This is an optimization exercise on Yosys and OpenROAD, whose aim is small area, a short achievable clock period and few clock cycles, not a production implementation.
In this exercise RTL edits were held to simulation tests only and were not proved equivalent to the original.
Power is estimated from default activity; no workload was simulated.

==> inputs of run a <==
// shk_lzw_dec
module shk_lzw_dec (
    input  wire       clk,
    input  wire       rst,
    input  wire [7:0] in_data,
    input  wire       in_valid,
    output wire       in_ready,
    input  wire       in_eof,
    output wire [7:0] out_data,
    output wire       out_valid,
    input  wire       out_ready,
    output wire       done,
    output wire [2:0] fault
);
    localparam [2:0] F_NONE    = 3'd0;
    localparam [2:0] F_CORRUPT = 3'd3;
    localparam [2:0] F_DICTOVF = 3'd6;
    localparam integer RB = 4;           
    localparam integer R  = 1 << RB;     
    localparam integer JD = 4;           
    localparam integer QD = 8;           
    reg  [7:0]  ib;          
    reg         ibv;
    reg         in_rdy;
    reg  [23:0] acc;
    reg  [4:0]  cnt;
    reg         w10;         
    reg  [9:0]  size;        
    reg         fresh;
    reg         stop;        
    reg  [2:0]  fpend;       
    reg  [2:0]  fault_r;
    reg         done_r;
    reg  [10:0] jq [0:JD-1];
    reg  [3:0]  jcnt;
    wire [10:0] jq0 = jq[0];
  ...
clock: 10.0 ns
lec_check: 0
abc_clock_period_in_ps: 4000
cap_margin: 20
core_margin: 2
core_utilization: 55
place_density: 0.65
setup_slack_margin: 5
slew_margin: 20
run.sh (not shown) runs the stock make flow with config.mk's settings and CLKGATE_MAP_FILE= SYNTH_SCRIPT=/design/flow/synth_recipe.tcl, a recipe that flattens the netlist after the stock synthesis.
==> run b (differences from run a) <==
==> flow/design.v (replaced) <==
module shk_lzw_dec (
    input  wire       clk,
    input  wire       rst,
    input  wire [7:0] in_data,
    input  wire       in_valid,
    output wire       in_ready,
    input  wire       in_eof,
    output wire [7:0] out_data,
    output wire       out_valid,
    input  wire       out_ready,
    output wire       done,
    output wire [2:0] fault
);
    localparam [2:0] F_NONE    = 3'd0;
    localparam [2:0] F_CORRUPT = 3'd3;
    localparam [2:0] F_DICTOVF = 3'd6;
    localparam integer RB = 4;           
    localparam integer R  = 1 << RB;     
    localparam integer JD = 4;           
    localparam integer QD = 8;           
    localparam [8:0]   R9 = R[8:0];
    reg  [7:0]  ib;          
    reg         ibv;
    reg         in_rdy;
    reg  [23:0] acc;
    reg  [4:0]  cnt;
    reg         w10;         
    reg  [9:0]  size;        
    reg         fresh;
    reg         stop;        
    reg  [2:0]  fpend;       
    reg  [2:0]  fault_r;
    reg         done_r;
    reg  [10:0] jq [0:JD-1];
    reg  [JD-1:0] jv;
    wire [10:0] jq0 = jq[0];
    reg         wact;        
    reg  [8:0]  cur;         
    reg         wk;          
    reg         wkwk;        
    reg         wadd;        
    reg  [8:0]  wprev;       
    reg  [8:0]  wpfx;        
    reg  [7:0]  wsz;         
    reg  [7:0]  first_last;  
    reg  [8:0]  d;           
    reg         lm;          
    reg         lre;         
    reg         lwait;       
    reg  [8:0]  left;        
    reg         lfinal;      
    reg  [8:0]  rem;         
    reg         rz;          
    reg  [RB:0] wp;          
    reg  [RB+1:0] cq [0:QD-1];
    reg  [QD-1:0] qv;
    wire [RB+1:0] cq0 = cq[0];
    reg         ract;        
    reg  [RB-1:0] rp;
    reg  [RB-1:0] rtop;
    reg  [RB:0] rs;          
    reg  [RB:0] htop;        
    reg  [7:0]  od;
    reg         ov;
    reg         pwv;
    reg  [RB-1:0] pwa;
    reg  [7:0]  pwd;
    reg  [7:0]  ring [0:R-1];
    reg  [8:0]  dpfx [1:255];
    reg  [7:0]  dchr [1:255];
    assign in_ready  = in_rdy;
    assign out_valid = ov;
    assign out_data  = od;
    assign done      = done_r;
    assign fault     = fault_r;
    integer j;
    wire [9:0]  code   = w10 ? acc[9:0] : {1'b0, acc[8:0]};
    wire        have   = w10 ? (cnt >= 5'd10) : (cnt >= 5'd9);
    wire        dgo    = have && !stop && !jv[JD-1];
    wire        is_clr = (code == 10'h100);
    wire        c_lit  = !code[9] && !code[8];
    wire        c_big  = (code > size);
    wire        c_full = size[9];
    wire        c_kwk  = (code == size);
    wire        push   = dgo && !is_clr && (fresh ? c_lit : (!c_big && !c_full));
    wire [10:0] jnew   = {fresh, !fresh && c_kwk, code[8:0]};
    wire        absorb = ibv && (cnt <= 5'd16);
    wire [23:0] acc_a  = acc | (absorb ? ({16'd0, ib} << cnt) : 24'd0);
    wire [23:0] acc_n  = !dgo ? acc_a :
                         w10  ? {10'd0, acc_a[23:10]} : {9'd0, acc_a[23:9]};
    wire [4:0]  cnt_n  = cnt + (absorb ? 5'd8 : 5'd0) -
                         (!dgo ? 5'd0 : w10 ? 5'd10 : 5'd9);
    wire        ibv_n  = (in_valid && in_rdy) || (ibv && !absorb);
    wire [8:0]  e_pfx  = dpfx[cur[7:0]];
    wire [7:0]  e_chr  = dchr[cur[7:0]];
    wire [7:0]  wbyte  = wk ? first_last : (cur[8] ? e_chr : cur[7:0]);
    wire        lit    = !wk && !cur[8];
    wire        stopn  = lre ? rz : lit;
    wire        full   = (htop[RB-1:0] == wp[RB-1:0]) && (htop[RB] != wp[RB]);
    wire        rd_idle = !ract && !qv[0];
    wire        wgo    = wact && !lwait && (lm || !full || rd_idle) &&
                         (!stopn || !qv[QD-1]);
    wire        lmnow  = lm || full;
    wire        wfin   = wgo && stopn && (lre ? lfinal : !lmnow);
    wire        wend   = wgo && lit && !lre;       
    wire        jpop   = (!wact || wfin) && jv[0];
    wire        cpush  = wgo && stopn;
    wire        restart = lwait && rd_idle;
    wire        ol     = !ov || out_ready;
    wire        rlast  = (rp == rtop);
    wire        rtake  = ol && !ract && qv[0];
    wire [RB-1:0] q_top = cq0[RB+1] ? (cq0[RB-1:0] - 1'b1) : htop[RB-1:0];
    wire [RB-1:0] raddr = ract ? rp : cq0[RB-1:0];
    wire [7:0]  rbyte  = (pwv && pwa == raddr) ? pwd : ring[raddr];
    wire        all_idle = !wact && !jv[0] && !qv[0] && !ract && !ov;
    wire [8:0]  left_n = lre ? (left - R9) : (d + 9'd1 - R9);
    always @(posedge clk) begin
        if (rst) begin
            ibv     <= 1'b0;
            in_rdy  <= 1'b1;
            acc     <= 24'd0;
            cnt     <= 5'd0;
            w10     <= 1'b0;
            size    <= 10'd257;
            fresh   <= 1'b1;
            stop    <= 1'b0;
            fpend   <= F_NONE;
            fault_r <= F_NONE;
            done_r  <= 1'b0;
            jv      <= {JD{1'b0}};
            wact    <= 1'b0;
            wk      <= 1'b0;
            lm      <= 1'b0;
            lre     <= 1'b0;
            lwait   <= 1'b0;
            wp      <= {(RB+1){1'b0}};
            qv      <= {QD{1'b0}};
            ract    <= 1'b0;
            htop    <= {(RB+1){1'b0}};
            ov      <= 1'b0;
            pwv     <= 1'b0;
        end else begin
            pwv    <= wgo;
            ibv    <= ibv_n;
            in_rdy <= !ibv_n || (cnt_n <= 5'd16);
            acc    <= acc_n;
            cnt    <= cnt_n;
            if (dgo) begin
                if (is_clr) begin
                    size  <= 10'd257;
                    fresh <= 1'b1;
                    w10   <= 1'b0;
                end else if (fresh) begin
                    if (c_lit) fresh <= 1'b0;
                    else begin stop <= 1'b1; fpend <= F_CORRUPT; end
                end else if (c_big) begin
                    stop <= 1'b1; fpend <= F_CORRUPT;
                end else if (c_full) begin
                    stop <= 1'b1; fpend <= F_DICTOVF;
                end else begin
                    size <= size + 10'd1;
                    if (size == 10'd510) w10 <= 1'b1;
                end
            end
            if (push && !jpop)
                jv <= {jv[JD-2:0], 1'b1};
            else if (!push && jpop)
                jv <= {1'b0, jv[JD-1:1]};
            if (wgo) begin
                wp  <= wp - 1'b1;
                d   <= d + 9'd1;
                rem <= rem - 9'd1;
                rz  <= (rem == 9'd1);
                if (wk) wk <= 1'b0;
                else if (cur[8]) cur <= e_pfx;
                if (full) lm <= 1'b1;    
            end
            if (wend) begin
                first_last <= cur[7:0];
                if (wadd) wsz <= wsz + 8'd1;
            end
            if (cpush && !wfin) begin
                lwait  <= 1'b1;
                lre    <= 1'b1;
                left   <= left_n;
                lfinal <= (left_n <= R9);
            end
            if (restart) begin
                lwait <= 1'b0;
                cur   <= wkwk ? wpfx : wprev;
                wk    <= wkwk;
                rem   <= left - 9'd1;
                rz    <= (left == 9'd1);
            end
            if (wfin) begin
                lm  <= 1'b0;
                lre <= 1'b0;
            end
            if (wfin || !wact) begin
                wact <= jv[0];
                if (jv[0]) begin
                    wkwk  <= jq0[9];
                    wadd  <= !jq0[10];
                    wk    <= jq0[9];
                    cur   <= jq0[9] ? wprev : jq0[8:0];
                    wpfx  <= wprev;
                    wprev <= jq0[8:0];
                    d     <= 9'd0;
                    if (jq0[10]) wsz <= 8'd1;
                end
            end
            if (cpush && !rtake)
                qv <= {qv[QD-2:0], 1'b1};
            else if (!cpush && rtake)
                qv <= {1'b0, qv[QD-1:1]};
            if (ol) begin
                if (ract) begin
                    ov <= 1'b1;
                    if (rlast) begin
                        ract <= 1'b0;
                        htop <= rs - 1'b1;
                    end
                    rp <= rp + 1'b1;
                end else if (qv[0]) begin
                    ov <= 1'b1;
                    if (cq0[RB-1:0] == q_top) begin
                        htop <= cq0[RB:0] - 1'b1;
                    end else begin
                        ract <= 1'b1;
                        rp   <= cq0[RB-1:0] + 1'b1;
                        rs   <= cq0[RB:0];
                        rtop <= q_top;
                    end
                end else begin
                    ov <= 1'b0;
                end
            end
            if (stop && all_idle && fault_r == F_NONE)
                fault_r <= fpend;
            if (!have && !ibv && in_eof && !stop && all_idle)
                done_r <= 1'b1;
        end
    end
    always @(posedge clk) begin
        if (in_rdy) ib <= in_data;
        for (j = 0; j < JD; j = j + 1) begin
            if (jpop) begin
                if (push && jv[j] && (j == JD - 1 || !jv[j + 1]))
                    jq[j] <= jnew;
                else if (j < JD - 1)
                    jq[j] <= jq[j + 1];
            end else begin
                if (push && !jv[j] && (j == 0 || jv[j - 1]))
                    jq[j] <= jnew;
            end
        end
        for (j = 0; j < QD; j = j + 1) begin
            if (rtake) begin
                if (cpush && qv[j] && (j == QD - 1 || !qv[j + 1]))
                    cq[j] <= {!wfin, wp};
                else if (j < QD - 1)
                    cq[j] <= cq[j + 1];
            end else begin
                if (cpush && !qv[j] && (j == 0 || qv[j - 1]))
                    cq[j] <= {!wfin, wp};
            end
        end
        pwa <= wp[RB-1:0];
        pwd <= wbyte;
        if (pwv) ring[pwa] <= pwd;
        dpfx[wsz] <= wpfx;
        dchr[wsz] <= cur[7:0];
        if (ol && (ract || qv[0])) od <= rbyte;
    end
endmodule
==> flow/flow/run.sh (new file) <==
#!/bin/bash
set -euo pipefail
export SETUP_SLACK_MARGIN=6.4
bash standard.sh finish > standard.log 2>&1
==> flow/standard.sh (new file) <==
#!/bin/bash
# synth_recipe.tcl (not shown) runs the flow's synth.tcl, then flattens the netlist and writes it again
# the make line also repeats each setting of config.mk as NAME=value (left out here)
make -C /OpenROAD-flow-scripts/flow DESIGN_CONFIG=/design/flow/config.mk WORK_HOME=/design/flow/orfs CLKGATE_MAP_FILE= SYNTH_SCRIPT=/design/flow/synth_recipe.tcl "${@:-finish}"
CTS_CLUSTER_DIAMETER = 70   (was default)
CTS_CLUSTER_SIZE = 20   (was default)
SETUP_SLACK_MARGIN = default   (was 5)
removed: flow/run.sh
==> comparison table <==
	run a	run b
Outcome	finished clean	finished clean
Data required, critical path	10810 ps	10750 ps
Worst VDD drop	0.3015 mV	0.2399 mV
Number of multi-input logic gates	3217	3782
Clock latency of the later-clocked register in the worst-skew pair	1000 ps	1020 ps
Measured slew at the worst slew-check pin	1210 ps	1398 ps
Simple-gate share of the synthesized area	2.372%	3.131%
Sequential group power	25.1 mW	24.5 mW
Fraction of synthesized cell area taken by the top area cell type	75.04%	75.48%
Launch point of the worst hold path	fpend[0]	first_last[1]
Met3 GRT Util	5.571%	8.496%
Sequential fraction of the synthesis area	76.02%	76.56%
Post-Syn Instances	8515	9116
Die area	342800 sq um	341600 sq um
Testbench counts of run a, summed over its fixed seeds: cycles 65,886.
Testbench counts of run b, summed over its fixed seeds: cycles 65,886.

separate check: timing with driven ports:
In the flow no input, the clock included, has a driving cell. The finished layouts below were timed again as built, in two steps.
Step 1: set_driving_cell puts a clkbuf_16 on clk and a buf_2 on each other input, an assumption about the parent block.
Step 2 moves the port delays by t, midway between the first and last clock arrival at a register: inputs arrive t later, outputs are due t later. That takes back most of the time a late clock gives input paths.
Three values: ideal, step 1, step 2; two values: the first two.
run | shift t [ns] | setup slack, ns | hold WS [ns]
run a | 1.073 | 5.003 / 5.003 / 4.205 | 0.469 / 0.469 / 0.469
run b | 1.091 | 6.114 / 6.114 / 5.719 | 0.466 / 0.466 / 0.466
After both steps setup and hold are still met in every run listed. The setup slack of run a, which loses most, moves by 0.000 ns with the drivers and by -0.798 ns with both steps.
